This design comes from an exercise in tuning for a short achievable clock period and few clock cycles on the open sky130 flow, not from production work.
In this exercise RTL edits were held to simulation tests only and were not proved equivalent to the original.

## design/flow/design.v

```verilog
module lcd_packer (
    input  wire         clk,
    input  wire         rst,
    input  wire         sq_valid,
    input  wire [131:0] sq_data,    
    input  wire [6:0]   sq_len,     
    input  wire         sq_clr,     
    output wire         sq_pop,
    output wire         out_valid,
    output wire [15:0]  out_data,
    output wire         out_last,
    input  wire         out_ready,
    output reg  [15:0]  wtaken      
);
    reg [131:0] acc;
    reg [7:0]   nb;        
    reg [9:0]   wc;        
    reg [16:0]  q0, q1;    
    reg [1:0]   qn;
    wire       emit  = (nb[7:4] != 4'd0) && !qn[1];
    wire [7:0] ne    = emit ? nb - 8'd16 : nb;
    wire       merge = sq_valid && (ne[7:4] == 4'd0);
    assign sq_pop = merge;
    wire [16:0] w_new = {wc == 10'd575, acc[131:116]};
    wire        pop   = (qn != 2'd0) && out_ready;
    assign out_valid = (qn != 2'd0);
    assign out_data  = q0[15:0];
    assign out_last  = q0[16];
    always @(posedge clk) begin
        if (rst) begin
            acc    <= 132'd0;
            nb     <= 8'd0;
            wc     <= 10'd0;
            qn     <= 2'd0;
            wtaken <= 16'd0;
        end else begin
            if (merge && sq_clr)
                acc <= 132'd0;
            else
                acc <= (emit ? {acc[115:0], 16'd0} : acc) | (merge ? sq_data : 132'd0);
            nb <= merge ? (sq_clr ? 8'd0 : ne + {1'b0, sq_len}) : ne;
            if (merge && sq_clr)
                wc <= 10'd0;
            else if (emit)
                wc <= (wc == 10'd575) ? 10'd0 : wc + 10'd1;
            qn <= qn + {1'b0, emit} - {1'b0, pop};
            if (pop)
                wtaken <= wtaken + 16'd1;
        end
        if (pop) begin
            if (qn == 2'd2) q0 <= q1;
            else            q0 <= w_new;
        end else if (emit) begin
            if (qn == 2'd0) q0 <= w_new;
            else            q1 <= w_new;
        end
    end
endmodule
module lcd_frame (
    input  wire         clk,
    input  wire         rst,
    input  wire         in_valid,
    input  wire [116:0] in_bits,
    input  wire [6:0]   in_len,
    input  wire [3:0]   in_off,
    input  wire         in_clr,
    output reg  [2:0]   count,
    output wire         out_valid,
    output wire [131:0] out_data,
    output wire [6:0]   out_len,
    output wire         out_clr,
    input  wire         out_pop
);
    reg [131:0] d0, d1, d2, d3;
    reg [6:0]   l0, l1, l2, l3;
    reg [3:0]   cl;
    reg [1:0]   wp, rp;
    wire [131:0] aligned = {in_bits, 15'd0} >> in_off;
    assign out_valid = (count != 3'd0);
    assign out_data  = (rp == 2'd0) ? d0 : (rp == 2'd1) ? d1 : (rp == 2'd2) ? d2 : d3;
    assign out_len   = (rp == 2'd0) ? l0 : (rp == 2'd1) ? l1 : (rp == 2'd2) ? l2 : l3;
    assign out_clr   = cl[rp];
    always @(posedge clk) begin
        if (rst) begin
            count <= 3'd0;
            wp    <= 2'd0;
            rp    <= 2'd0;
            cl    <= 4'd0;
        end else begin
            count <= count + {2'd0, in_valid} - {2'd0, out_pop};
            if (in_valid) begin
                wp <= wp + 2'd1;
                cl[wp] <= in_clr;
            end
            if (out_pop)
                rp <= rp + 2'd1;
        end
        if (in_valid) begin
            case (wp)
                2'd0: begin d0 <= aligned; l0 <= in_len; end
                2'd1: begin d1 <= aligned; l1 <= in_len; end
                2'd2: begin d2 <= aligned; l2 <= in_len; end
                default: begin d3 <= aligned; l3 <= in_len; end
            endcase
        end
    end
endmodule
module lcd_draw (
    input  wire        clk,
    input  wire        rst,
    input  wire        cmd_valid,
    output wire        cmd_ready,
    input  wire [7:0]  cmd_op,
    input  wire [15:0] cmd_a,
    input  wire [15:0] cmd_b,
    input  wire [15:0] cmd_c,
    input  wire [15:0] cmd_d,
    input  wire [15:0] cmd_e,
    output reg         rsp_valid,
    output reg  [7:0]  rsp_status,
    output wire        out_valid,
    output wire [15:0] out_data,
    output wire        out_last,
    input  wire        out_ready
);
    localparam [7:0] OP_PUSH     = 8'h01;
    localparam [7:0] OP_TEARDOWN = 8'h02;
    localparam [7:0] OP_WRREG    = 8'h10;
    localparam [7:0] OP_WRDAT8   = 8'h11;
    localparam [7:0] OP_WRDAT16  = 8'h12;
    localparam [7:0] OP_SETWIN   = 8'h20;
    localparam [7:0] OP_ARMRAM   = 8'h21;
    localparam [7:0] OP_SETCUR   = 8'h22;
    localparam [7:0] OP_POINT    = 8'h30;
    localparam [7:0] OP_FILL     = 8'h31;
    localparam [7:0] OP_CLEAR    = 8'h32;
    localparam [7:0] OP_LINE     = 8'h33;
    localparam [7:0] OP_RECT     = 8'h34;
    localparam [7:0] OP_FRECT    = 8'h35;
    localparam [7:0] OP_CIRCLE   = 8'h36;
    localparam [7:0] OP_INIT     = 8'h50;
    localparam [7:0] OP_SETCOLORS= 8'h51;
    localparam [7:0] ST_OK   = 8'h00;
    localparam [7:0] ST_OPEN = 8'hFE;   
    localparam [7:0] ST_ARG  = 8'hFD;   
    localparam [7:0] RAMCMD = 8'h2C;
    localparam [7:0] COLCMD = 8'h2A;
    localparam [7:0] ROWCMD = 8'h2B;
    localparam [3:0] G_IDLE  = 4'd0;
    localparam [3:0] G_DEC   = 4'd1;
    localparam [3:0] G_FILL  = 4'd2;
    localparam [3:0] G_FEND  = 4'd3;
    localparam [3:0] G_LS0   = 4'd4;
    localparam [3:0] G_LS1   = 4'd5;
    localparam [3:0] G_LS2   = 4'd6;
    localparam [3:0] G_LSTEP = 4'd7;
    localparam [3:0] G_LPLOT = 4'd8;
    localparam [3:0] G_CITER = 4'd9;
    localparam [3:0] G_CPREP = 4'd10;
    localparam [3:0] G_CPLOT = 4'd11;
    localparam [3:0] G_CNEXT = 4'd12;
    localparam [3:0] G_CUPD  = 4'd13;
    localparam [3:0] G_DONE  = 4'd14;
    localparam [2:0] K_FRAME = 3'd0;    
    localparam [2:0] K_ARM   = 3'd1;
    localparam [2:0] K_RAW   = 3'd2;
    localparam [2:0] K_D16   = 3'd3;
    localparam [2:0] K_FILLD = 3'd4;
    localparam [2:0] K_CLEAR = 3'd5;
    reg  [87:0] cq0, cq1;
    reg         cq_occ0, cq_occ1;
    reg         cq_wp, cq_rp;
    reg         cmd_ready_r;
    assign cmd_ready = cmd_ready_r;
    wire        cq_acc = cmd_valid && cmd_ready_r;
    wire        cq_hv  = cq_rp ? cq_occ1 : cq_occ0;
    wire [87:0] cq_hd  = cq_rp ? cq1 : cq0;
    wire        cq_pop;
    always @(posedge clk) begin
        if (!cq_occ0) cq0 <= {cmd_op, cmd_a, cmd_b, cmd_c, cmd_d, cmd_e};
        if (!cq_occ1) cq1 <= {cmd_op, cmd_a, cmd_b, cmd_c, cmd_d, cmd_e};
    end
    wire occ0_n = (cq_occ0 && !(cq_pop && !cq_rp)) || (cq_acc && !cq_wp);
    wire occ1_n = (cq_occ1 && !(cq_pop &&  cq_rp)) || (cq_acc &&  cq_wp);
    wire wp_n   = cq_wp ^ cq_acc;
    always @(posedge clk) begin
        if (rst) begin
            cq_occ0     <= 1'b0;
            cq_occ1     <= 1'b0;
            cq_wp       <= 1'b0;
            cq_rp       <= 1'b0;
            cmd_ready_r <= 1'b0;
        end else begin
            cq_occ0     <= occ0_n;
            cq_occ1     <= occ1_n;
            cq_wp       <= wp_n;
            cq_rp       <= cq_rp ^ cq_pop;
            cmd_ready_r <= wp_n ? !occ1_n : !occ0_n;
        end
    end
    reg        ready;
    reg        orient;
    reg [15:0] fg;
    reg [3:0]  gst;
    reg [15:0] ra, rb, rc, rd, re;
    reg [7:0]  st;               
    reg        c_raw, c_d16, c_win, c_arm, c_cur, c_pt, c_fill, c_line,
               c_rect, c_circ, c_tear, c_init, c_setc;
    reg [8:0]  raw_cw;
    reg [3:0]  soff;
    reg [15:0] wg;
    wire [2:0] sq_count;
    reg        fr_valid;
    reg [116:0] fr_bits;
    reg [6:0]  fr_len;
    reg [3:0]  fr_off;
    reg        fr_clr;
    wire       seg_room = ({1'b0, sq_count} + {3'b0, fr_valid}) < 4'd4;
    reg        pend_valid;
    reg [7:0]  pend_status;
    reg [2:0]  rq_n;
    wire       rsp_room = ({1'b0, rq_n} + {3'b0, pend_valid}) < 4'd4;
    reg [15:0] fw, fremm1, frowsm1;
    reg [15:0] lx1, ly1, lx2, ly2, lx, ly, adx, ady, ldist, lcnt;
    reg        sxn, syn;
    reg [17:0] ex, ey, kx, ky;
    reg [1:0]  side;
    reg signed [17:0] cx, cy, cyi;
    reg signed [23:0] cd;
    reg        cfill;
    reg [2:0]  ck;
    reg [15:0] p_xpu, p_xmu, p_xpv, p_xmv, p_ypu, p_ymu, p_ypv, p_ymv;
    reg        rq;
    reg [2:0]  rq_kind;
    reg [6:0]  rq_len;
    reg [15:0] qx0, qy0, qx1, qy1, qcol;
    reg [2:0]  qm;               
    reg        done;             
    reg [7:0]  done_st;
    wire [2:0] pick_m = (fremm1 >= 16'd6) ? 3'd6 : fremm1[2:0] + 3'd1;
    wire [15:0] cpx = ck[2] ? (ck[0] ? p_xmv : p_xpv) : (ck[0] ? p_xmu : p_xpu);
    wire [15:0] cpy = ck[2] ? (ck[1] ? p_ymu : p_ypu) : (ck[1] ? p_ymv : p_ypv);
    assign cq_pop = (gst == G_IDLE) && cq_hv;
    always @(*) begin
        rq = 1'b0; rq_kind = K_FRAME; rq_len = 7'd0;
        qx0 = ra; qy0 = rb; qx1 = ra; qy1 = rb; qcol = rc; qm = 3'd0;
        done = 1'b0; done_st = st;
        case (gst)
        G_DEC: begin
            if (st != ST_OK) begin
                done = rsp_room;
            end else if (c_setc) begin
                done = rsp_room;
            end else if (c_init || c_tear) begin
                rq = seg_room && rsp_room; rq_kind = K_CLEAR; rq_len = 7'd0;
                done = rq;
            end else if (c_raw || c_arm || c_d16 || c_win || c_cur || c_pt) begin
                rq = seg_room && rsp_room;
                done = rq;
                if (c_raw) begin rq_kind = K_RAW; rq_len = 7'd9; end
                else if (c_arm) begin rq_kind = K_ARM; rq_len = 7'd9; end
                else if (c_d16) begin rq_kind = K_D16; rq_len = 7'd18; qcol = ra; end
                else if (c_win) begin
                    rq_len = 7'd90; qx1 = rc; qy1 = rd;
                end else if (c_cur) begin
                    rq_len = 7'd99;
                end else begin
                    rq_len = 7'd117;
                end
            end else if (c_fill) begin
                rq = seg_room; rq_len = 7'd99; qx1 = rc; qy1 = rd;
            end
        end
        G_FILL: begin
            rq = seg_room; rq_kind = K_FILLD; qcol = re; qm = pick_m;
            case (pick_m)
                3'd1: rq_len = 7'd18;
                3'd2: rq_len = 7'd36;
                3'd3: rq_len = 7'd54;
                3'd4: rq_len = 7'd72;
                3'd5: rq_len = 7'd90;
                default: rq_len = 7'd108;
            endcase
        end
        G_FEND: begin
            rq = seg_room; rq_len = 7'd99;
            qx0 = 16'd0; qy0 = 16'd0; qx1 = 16'd239; qy1 = 16'd319;
        end
        G_LPLOT: begin
            rq = seg_room; rq_len = 7'd117;
            qx0 = lx; qy0 = ly; qx1 = lx; qy1 = ly; qcol = fg;
        end
        G_CPLOT: begin
            rq = seg_room; rq_len = 7'd117;
            qx0 = cpx; qy0 = cpy; qx1 = cpx; qy1 = cpy; qcol = fg;
        end
        G_DONE: begin
            done = rsp_room;
        end
        default: ;
        endcase
    end
    wire [8:0] c_first  = {1'b0, orient ? ROWCMD : COLCMD};
    wire [8:0] c_second = {1'b0, orient ? COLCMD : ROWCMD};
    wire [116:0] frame13 = {c_first, 1'b1, qy0[15:8], 1'b1, qy0[7:0], 1'b1, qy1[15:8], 1'b1, qy1[7:0],
                            c_second, 1'b1, qx0[15:8], 1'b1, qx0[7:0], 1'b1, qx1[15:8], 1'b1, qx1[7:0],
                            1'b0, RAMCMD, 1'b1, qcol[15:8], 1'b1, qcol[7:0]};
    wire [17:0]  pix    = {1'b1, qcol[15:8], 1'b1, qcol[7:0]};
    wire [116:0] pix6   = {pix, pix, pix, pix, pix, pix, 9'd0};
    reg  [116:0] fmask;
    always @(*) begin
        case (rq_len)
            7'd90:   fmask = {{90{1'b1}}, 27'd0};
            7'd99:   fmask = {{99{1'b1}}, 18'd0};
            default: fmask = {117{1'b1}};
        endcase
    end
    reg  [116:0] pmask;
    always @(*) begin
        case (qm)
            3'd1:    pmask = {{18{1'b1}}, 99'd0};
            3'd2:    pmask = {{36{1'b1}}, 81'd0};
            3'd3:    pmask = {{54{1'b1}}, 63'd0};
            3'd4:    pmask = {{72{1'b1}}, 45'd0};
            3'd5:    pmask = {{90{1'b1}}, 27'd0};
            default: pmask = {{108{1'b1}}, 9'd0};
        endcase
    end
    reg [116:0] rq_bits;
    always @(*) begin
        case (rq_kind)
            K_FRAME: rq_bits = frame13 & fmask;
            K_ARM:   rq_bits = {1'b0, RAMCMD, 108'd0};
            K_RAW:   rq_bits = {raw_cw, 108'd0};
            K_D16:   rq_bits = {pix, 99'd0};
            K_FILLD: rq_bits = pix6 & pmask;
            default: rq_bits = 117'd0;
        endcase
    end
    wire [7:0] s_sum = {4'd0, soff} + {1'b0, rq_len};
    wire [15:0] h_a = cq_hd[79:64];
    wire [15:0] h_b = cq_hd[63:48];
    wire [15:0] h_c = cq_hd[47:32];
    wire [15:0] h_d = cq_hd[31:16];
    wire [15:0] h_e = cq_hd[15:0];
    wire [7:0]  h_op = cq_hd[87:80];
    reg h_known;
    always @(*) begin
        case (h_op)
            OP_PUSH, OP_TEARDOWN, OP_WRREG, OP_WRDAT8, OP_WRDAT16,
            OP_SETWIN, OP_ARMRAM, OP_SETCUR, OP_POINT, OP_FILL,
            OP_CLEAR, OP_LINE, OP_RECT, OP_FRECT, OP_CIRCLE,
            OP_INIT, OP_SETCOLORS: h_known = 1'b1;
            default: h_known = 1'b0;
        endcase
    end
    wire h_init = (h_op == OP_INIT);
    wire h_setc = (h_op == OP_SETCOLORS);
    wire h_bad_fill = ((h_op == OP_FILL) || (h_op == OP_FRECT)) && ((h_c < h_a) || (h_d < h_b));
    wire h_bad_circ = (h_op == OP_CIRCLE) && (h_d[7:0] > 8'd1);
    wire [7:0] h_st = !h_known ? ST_ARG :
                      h_init ? ((h_a[7:0] > 8'd1) ? ST_ARG : ST_OK) :
                      h_setc ? ST_OK :
                      !ready ? ST_OPEN :
                      (h_bad_fill || h_bad_circ) ? ST_ARG : ST_OK;
    wire signed [23:0] cx24 = cx;
    wire signed [23:0] cy24 = cy;
    wire signed [23:0] cx4  = cx24 <<< 2;
    wire signed [23:0] cxy4 = (cx24 - cy24) <<< 2;
    wire        stx = !ex[17];
    wire        sty = !ey[17];
    always @(posedge clk) begin
        if (rst) begin
            gst        <= G_IDLE;
            ready      <= 1'b0;
            orient     <= 1'b0;
            fg         <= 16'd0;
            soff       <= 4'd0;
            wg         <= 16'd0;
            fr_valid   <= 1'b0;
            pend_valid <= 1'b0;
            st         <= ST_OK;
        end else begin
            fr_valid <= rq;
            if (rq) begin
                fr_bits <= rq_bits;
                fr_len  <= rq_len;
                fr_off  <= soff;
                fr_clr  <= (rq_kind == K_CLEAR);
                if (rq_kind == K_CLEAR) begin
                    soff <= 4'd0;
                end else begin
                    soff <= s_sum[3:0];
                    wg   <= wg + {12'd0, s_sum[7:4]};
                end
            end
            pend_valid <= done;
            if (done) pend_status <= done_st;
            case (gst)
            G_IDLE: begin
                if (cq_hv) begin
                    st     <= h_st;
                    c_raw  <= (h_op == OP_PUSH) || (h_op == OP_WRREG) || (h_op == OP_WRDAT8);
                    c_d16  <= (h_op == OP_WRDAT16);
                    c_win  <= (h_op == OP_SETWIN);
                    c_arm  <= (h_op == OP_ARMRAM);
                    c_cur  <= (h_op == OP_SETCUR);
                    c_pt   <= (h_op == OP_POINT);
                    c_fill <= (h_op == OP_FILL) || (h_op == OP_FRECT) || (h_op == OP_CLEAR);
                    c_line <= (h_op == OP_LINE);
                    c_rect <= (h_op == OP_RECT);
                    c_circ <= (h_op == OP_CIRCLE);
                    c_tear <= (h_op == OP_TEARDOWN);
                    c_init <= h_init;
                    c_setc <= h_setc;
                    raw_cw <= (h_op == OP_PUSH)  ? h_a[15:7] :
                              (h_op == OP_WRREG) ? {1'b0, h_a[7:0]} : {1'b1, h_a[7:0]};
                    if (h_op == OP_CLEAR) begin
                        ra <= 16'd0; rb <= 16'd0; rc <= 16'd239; rd <= 16'd319; re <= h_a;
                    end else if (h_op == OP_FRECT) begin
                        ra <= h_a; rb <= h_b; rc <= h_c; rd <= h_d; re <= fg;
                    end else begin
                        ra <= h_a; rb <= h_b; rc <= h_c; rd <= h_d; re <= h_e;
                    end
                    gst <= G_DEC;
                end
            end
            G_DEC: begin
                if (st != ST_OK) begin
                    if (done) gst <= G_IDLE;
                end else if (c_setc) begin
                    if (done) begin fg <= ra; gst <= G_IDLE; end
                end else if (c_init) begin
                    if (done) begin orient <= ra[0]; ready <= 1'b1; gst <= G_IDLE; end
                end else if (c_tear) begin
                    if (done) begin ready <= 1'b0; gst <= G_IDLE; end
                end else if (c_raw || c_arm || c_d16 || c_win || c_cur || c_pt) begin
                    if (done) gst <= G_IDLE;
                end else if (c_fill) begin
                    fw      <= rc - ra;
                    fremm1  <= rc - ra;
                    frowsm1 <= rd - rb;
                    if (rq) gst <= G_FILL;
                end else if (c_line || c_rect) begin
                    side <= 2'd0;
                    lx1 <= ra; ly1 <= rb; lx2 <= rc; ly2 <= c_rect ? rb : rd;
                    gst <= G_LS0;
                end else begin  
                    cfill <= rd[0];
                    cx    <= 18'sd0;
                    cy    <= $signed({2'b00, rc});
                    cd    <= 24'sd3 - $signed({7'd0, rc, 1'b0});
                    gst   <= G_CITER;
                end
            end
            G_FILL: begin
                if (rq) begin
                    if (fremm1 >= 16'd6) begin
                        fremm1 <= fremm1 - 16'd6;
                    end else if (frowsm1 == 16'd0) begin
                        gst <= G_FEND;
                    end else begin
                        frowsm1 <= frowsm1 - 16'd1;
                        fremm1  <= fw;
                    end
                end
            end
            G_FEND: begin
                if (rq) gst <= G_DONE;
            end
            G_LS0: begin
                sxn <= lx2 < lx1;
                syn <= ly2 < ly1;
                adx <= (lx2 < lx1) ? lx1 - lx2 : lx2 - lx1;
                ady <= (ly2 < ly1) ? ly1 - ly2 : ly2 - ly1;
                lx  <= lx1;
                ly  <= ly1;
                gst <= G_LS1;
            end
            G_LS1: begin
                ldist <= (adx > ady) ? adx : ady;
                gst  <= G_LS2;
            end
            G_LS2: begin
                ex   <= {2'b00, adx} - {2'b00, ldist} - 18'd1;
                ey   <= {2'b00, ady} - {2'b00, ldist} - 18'd1;
                kx   <= {2'b00, adx} - {2'b00, ldist};
                ky   <= {2'b00, ady} - {2'b00, ldist};
                lcnt <= ldist;
                gst  <= G_LSTEP;
            end
            G_LSTEP: begin
                ex <= ex + (stx ? kx : {2'b00, adx});
                ey <= ey + (sty ? ky : {2'b00, ady});
                if (stx) lx <= sxn ? lx - 16'd1 : lx + 16'd1;
                if (sty) ly <= syn ? ly - 16'd1 : ly + 16'd1;
                gst <= G_LPLOT;
            end
            G_LPLOT: begin
                if (rq) begin
                    if (lcnt != 16'd0) begin
                        lcnt <= lcnt - 16'd1;
                        gst  <= G_LSTEP;
                    end else if (c_rect && side != 2'd3) begin
                        side <= side + 2'd1;
                        case (side)
                            2'd0: begin lx1 <= ra; ly1 <= rb; lx2 <= ra; ly2 <= rd; end
                            2'd1: begin lx1 <= ra; ly1 <= rd; lx2 <= rc; ly2 <= rd; end
                            default: begin lx1 <= rc; ly1 <= rb; lx2 <= rc; ly2 <= rd; end
                        endcase
                        gst <= G_LS0;
                    end else begin
                        gst <= G_DONE;
                    end
                end
            end
            G_CITER: begin
                if (cx > cy) begin
                    gst <= G_DONE;
                end else begin
                    cyi <= cfill ? cx : cy;
                    gst <= G_CPREP;
                end
            end
            G_CPREP: begin
                p_xpu <= ra + cx[15:0];
                p_xmu <= ra - cx[15:0];
                p_xpv <= ra + cyi[15:0];
                p_xmv <= ra - cyi[15:0];
                p_ypu <= rb + cx[15:0];
                p_ymu <= rb - cx[15:0];
                p_ypv <= rb + cyi[15:0];
                p_ymv <= rb - cyi[15:0];
                ck    <= 3'd0;
                gst   <= G_CPLOT;
            end
            G_CPLOT: begin
                if (rq) begin
                    ck <= ck + 3'd1;
                    if (ck == 3'd7) gst <= G_CNEXT;
                end
            end
            G_CNEXT: begin
                if (cfill && cyi != cy) begin
                    cyi <= cyi + 18'sd1;
                    gst <= G_CPREP;
                end else begin
                    gst <= G_CUPD;
                end
            end
            G_CUPD: begin
                if (cd < 0) begin
                    cd <= cd + cx4 + 24'sd6;
                end else begin
                    cd <= cd + cxy4 + 24'sd10;
                    cy <= cy - 18'sd1;
                end
                cx  <= cx + 18'sd1;
                gst <= G_CITER;
            end
            G_DONE: begin
                if (done) gst <= G_IDLE;
            end
            default: gst <= G_IDLE;
            endcase
        end
    end
    wire         sq_valid, sq_clr, sq_pop;
    wire [131:0] sq_data;
    wire [6:0]   sq_len;
    wire [15:0]  wtaken;
    lcd_frame u_frame (
        .clk(clk), .rst(rst),
        .in_valid(fr_valid), .in_bits(fr_bits), .in_len(fr_len),
        .in_off(fr_off), .in_clr(fr_clr),
        .count(sq_count),
        .out_valid(sq_valid), .out_data(sq_data), .out_len(sq_len),
        .out_clr(sq_clr), .out_pop(sq_pop)
    );
    lcd_packer u_packer (
        .clk(clk), .rst(rst),
        .sq_valid(sq_valid), .sq_data(sq_data), .sq_len(sq_len),
        .sq_clr(sq_clr), .sq_pop(sq_pop),
        .out_valid(out_valid), .out_data(out_data), .out_last(out_last),
        .out_ready(out_ready), .wtaken(wtaken)
    );
    reg [7:0]  rs0, rs1, rs2, rs3;
    reg [15:0] rt0, rt1, rt2, rt3;
    reg [1:0]  rq_wp, rq_rp;
    wire [7:0]  rh_s = (rq_rp == 2'd0) ? rs0 : (rq_rp == 2'd1) ? rs1 : (rq_rp == 2'd2) ? rs2 : rs3;
    wire [15:0] rh_t = (rq_rp == 2'd0) ? rt0 : (rq_rp == 2'd1) ? rt1 : (rq_rp == 2'd2) ? rt2 : rt3;
    wire [15:0] rdiff = wtaken - rh_t;
    wire        rsend = (rq_n != 3'd0) && !rdiff[15];
    always @(posedge clk) begin
        if (rst) begin
            rq_wp      <= 2'd0;
            rq_rp      <= 2'd0;
            rq_n       <= 3'd0;
            rsp_valid  <= 1'b0;
            rsp_status <= 8'd0;
        end else begin
            rq_n <= rq_n + {2'd0, pend_valid} - {2'd0, rsend};
            if (pend_valid) rq_wp <= rq_wp + 2'd1;
            if (rsend) rq_rp <= rq_rp + 2'd1;
            rsp_valid  <= rsend;
            rsp_status <= rh_s;
        end
        if (pend_valid) begin
            case (rq_wp)
                2'd0: begin rs0 <= pend_status; rt0 <= wg; end
                2'd1: begin rs1 <= pend_status; rt1 <= wg; end
                2'd2: begin rs2 <= pend_status; rt2 <= wg; end
                default: begin rs3 <= pend_status; rt3 <= wg; end
            endcase
        end
    end
endmodule
```

## design/flow/run.sh

```bash
#!/bin/bash
# synth_recipe.tcl (not shown) runs the flow's synth.tcl, then flattens the netlist and writes it again
# the make line also repeats each setting of config.mk as NAME=value (left out here)
make -C /OpenROAD-flow-scripts/flow DESIGN_CONFIG=/design/flow/config.mk WORK_HOME=/design/flow/orfs CLKGATE_MAP_FILE= SYNTH_SCRIPT=/design/flow/synth_recipe.tcl finish
```

## design/flow/config.mk

```make
export PLATFORM = sky130hd
export DESIGN_NAME = lcd_draw
export DESIGN_NICKNAME = lcd_draw
export VERILOG_FILES = /design/flow/design.v
export SDC_FILE = /design/flow/constraint.sdc
export NUM_CORES = 4
export LEC_CHECK = 0
export CAP_MARGIN = 20
export CORE_MARGIN = 2
export CORE_UTILIZATION = 40
export SLEW_MARGIN = 20
```

## design/flow/constraint.sdc

```tcl
create_clock -name core_clock -period 7.0 [get_ports {clk}]
set_input_delay 1.4000 -clock core_clock [delete_from_list [all_inputs] [get_ports {clk}]]
set_output_delay 1.4000 -clock core_clock [all_outputs]
set_load 0.01 [all_outputs]
```

==> impl_metrics.toml <==
[sta]
fmax_mhz = 175
rsz0062_at_grt = "no"
min_period_ns = 5.70
max_slew_margin_pct = 9.30
hold_viol = 0
setup_viol = 0
tns_ns = 0
worstMarginPinSlew_ns = 1.35
min_period_over_period_pct = 81.4
maxSlewViolCount = 0
fin_skew_ns = 0.0806

[status]
outcome = "finished clean"

[logic_synthesis]
synth-seq-cells = 1801
yosysWarnings = 3
yosysTopAreaCellShare_pct = 47.7
syn_avg_cell_area_sq_um = 10.9
synth_top_area_cell = "edfxtp_1"
synthFlopType = "edfxtp_1"
synth_area_leaders = "edfxtp_1 (48%), ha_1 (6.8%), dfxtp_1 (4.9%)"
synth_edf_count = 1559
ys_seq_area_share_pct = 52.6
synth_nets = 9684
syn_inst = 9032
ys_types = 105
syn_area_sq_um = 98200
async_flop_share_pct = 0

[cells_and_area]
syn2layout_area_growth_pct = 11.5
multi_input_area_sq_um = 43400
layout-drive-gt1-share_pct = 8.55
fin_nets = 9671
seq_area_sq_um = 51700
fillers = 22400
design_area_sq_um = 110000

[min_path]
holdPathEnd = "u_frame.cl[1]$_SDFFE_PP0P_"
hp-class = "flip-flop to flip-flop"
whs_path_depth = 2
holdCritStartpoint = "u_frame.cl[1]$_SDFFE_PP0P_"

[clock_network]
cts_hold_buf = 0
post-cts-setup-buffers = 0
cts_buffer_depth = 3
cts_tree = "yes"
clkLatencyLatePin_ns = 0.89
cts.repair.resized = 0
clock_sinks = 1801
cts_buffers = 196
clk_pin_slew_ns = 0.07
htree_levels = 4
root_buffer = "clkbuf_16"

[setup_path]
rr_endpoint = "wg[15]$_SDFFE_PP0P_"
reg2reg_from = "fremm1[1]$_DFFE_PP_"
cp-end-kind = "flip-flop"
reg2reg_depth = 19
start_kind = "flip-flop"
required_ns = 7.78
criticalPathCategory = "flip-flop to flip-flop"
r2r_setup_slack_ns = 1.30
worstPathArrival_ns = 6.48
cp_max_fo = 22

[pwr]
leakage_uw = 0.0399
power_density_nw_per_um2 = 252
vdd_drop_max_v = 0.000232
total_power_uw = 27600

[placed_design]
port_buffers = 119
place_area_sq_um = 103000
finalWeightedCongestion = 0.974
dp_hpwl_mm = 208

[floorplanning]
num_io_pins = 120
start_util_pct = 40.3
core_sq_um = 244000
rows = 181
die_area_sq_um = 250000
die_height_um = 500
die_w_um = 500

[routing]
drtIter0Drc = 7142
drcViolationCount = 0
dr.pass1.iters = 8
post_drt_wl_per_cell_um = 23.4
drt_wl_total_mm = 290
dr_total_vias = 70100
via_per_inst = 5.66
postRouteAntennaNets = 0

[global_routing]
grt_max_degree = 218
antenna_found_initial = 11
grt_pass1_vias = 66900
grt_remaining_overflow = 0
grt_pass1_wl_mm = 429
grt_usage_pct = 22.6

[run]
max_cap_viol_count = 0
-- worst max-delay path, stage by stage, from the launching register on --
cell       delay, ns
edfxtp_1        0.51
a2111oi_4       0.49
and4bb_4        0.34
and2b_2         0.44
nand2_1         0.15
nor2_1          0.38
or2_1           0.57
o21ai_2         0.20
ha_1            0.35
nor2b_1         0.15
o21a_1          0.19
xor2_1          0.17
ha_1            0.29
a21o_1          0.10
a21oi_1         0.07
nor2b_1         0.14
o21ai_0         0.08
or3_1           0.45
or3_1           0.39
a21oi_1         0.13
-- worst max path at each step --
stage,start,end,slack [ns]
after floorplan,cq_occ0$_SDFF_PP0_,c_arm$_DFFE_PP_,0.17
after global placement,cx[0]$_SDFFCE_PN0P_,cd[22]$_DFFE_PP_,1.42
after detailed placement,cx[0]$_SDFFCE_PN0P_,cd[22]$_DFFE_PP_,1.40
after CTS,fremm1[1]$_DFFE_PP_,wg[15]$_SDFFE_PP0P_,1.36
after global routing,cx[1]$_SDFFCE_PN0P_,cd[22]$_DFFE_PP_,0.93
final,fremm1[1]$_DFFE_PP_,wg[15]$_SDFFE_PP0P_,1.30
-- state kept, by name, indices dropped and copies added, names as in the netlist, 17 cells and up --
name	flops
u_frame.d0	132
u_frame.d1	132
u_frame.d2	132
u_frame.d3	132
u_packer.acc	132
fr_bits	114
cq0	88
cq1	88
cd	23
cx	18
cy	18
cyi	18
ex	18
ey	18
kx	17
ky	17
u_packer.q0	17
u_packer.q1	17
-- through the flow --
step	hold slack, ns	worst slack, ns	std cells	utilization (%)
2_1_floorplan	0.424	0.170	9032	-
3_3_place_gp	0.441	1.42	12000	42.2
3_5_place_dp	0.448	1.40	12000	42.2
4_1_cts	0.464	1.36	12400	44.9
5_1_grt	0.481	0.933	12400	45.0
6_report	0.458	1.30	12400	45.0
-- logic make-up (layout without fill, tap and decap cells) --
| logic type | Yosys count | count (layout) | share of synthesized area, % |
|---|---|---|---|
| simple gates | 2597 | 2597 | 11.7 |
| compound gates | 2103 | 2103 | 13.0 |
| flops | 1801 | 1801 | 52.6 |
| buf+inv | 881 | 1038 | 3.44 |
| mux | 642 | 642 | 7.85 |
| fa+ha+maj | 561 | 561 | 7.36 |
| xor+xnor | 447 | 447 | 3.99 |
| other cells | 0 | 4 | 0 |
-- synthesized netlist by cell type (all sizes together) (22+ instances only) --
cell,number
nand2,1062
or2,25
o211ai,68
fa,28
edfxtp,1559
nor2,761
o21a,41
a22oi,42
xnor2,279
xor2,168
a21boi,35
dfxtp,242
o21bai,45
nand3,92
nor4,38
a211oi,91
and3,75
nand2b,66
o21ai,586
nor2b,97
a22o,22
o22ai,56
a21oi,652
a31oi,165
o31ai,26
buf,105
and2,60
inv,422
or3,66
mux4,87
nand4,44
clkbuf,354
a21o,110
mux2i,397
mux2,158
nor3,161
ha,532
-- cell type report --
cell class | count | area share (%)
clock inverter | 105 | 1.09
tap | 3202 | 3.66
antenna | 4 | 0.00914
clock buffer | 263 | 4.91
sequential | 1801 | 47.2
inverter | 422 | 1.46
multi-input combinational | 6350 | 39.7
timing repair buffer | 248 | 2.05
-- report_power, final --
part | internal (uW) | switching [uW]
clock | 6040 | 4510
combinational | 1410 | 2980
sequential | 12300 | 316
total | 19800 | 7810
-- layout by cell type, fill, tap and decap left out, drive strengths merged, types with 242 or more instances in the layout --
cell / count
mux2i: 397
edfxtp: 1559
dfxtp: 242
ha: 532
nand2: 1062
clkbuf: 263
a21oi: 652
o21ai: 586
xnor2: 279
inv: 430
nor2: 761
-- metal layers --
layer,track usage [%],part of all wire (%)
met3,4.36,7.2
met4,8.76,4.0
met1,31.7,45
met2,34.5,44
met5,0,0.0062
Testbench counts, summed over its fixed seeds: cycles 326,704.

-- static timing again, ports no longer ideal --
How much do the figures lean on ideal ports? The routed layout below was timed once more, with nothing changed but the port constraints.
Step 1, drivers: a clkbuf_16 drives clk and a buf_2 each remaining input, both assumed.
Step 2 times the ports against the registers' clock, not the clock port: input delays grow and output delays shrink by t, the midpoint of the rising clock arrivals with the driver on.
a / b / c = ideal / step 1 / step 2; a / b = the first two.
t (ns): 0.956
setup slack, ns: 1.300 / 1.300 / 1.300
worst register clock-pin slew, ns: 0.07 / 0.07
pins driven straight from the clock port: 1
After both steps setup and hold are still met in this run. The setup slack of this run moves by 0.000 ns with the drivers and by 0.000 ns with both steps.
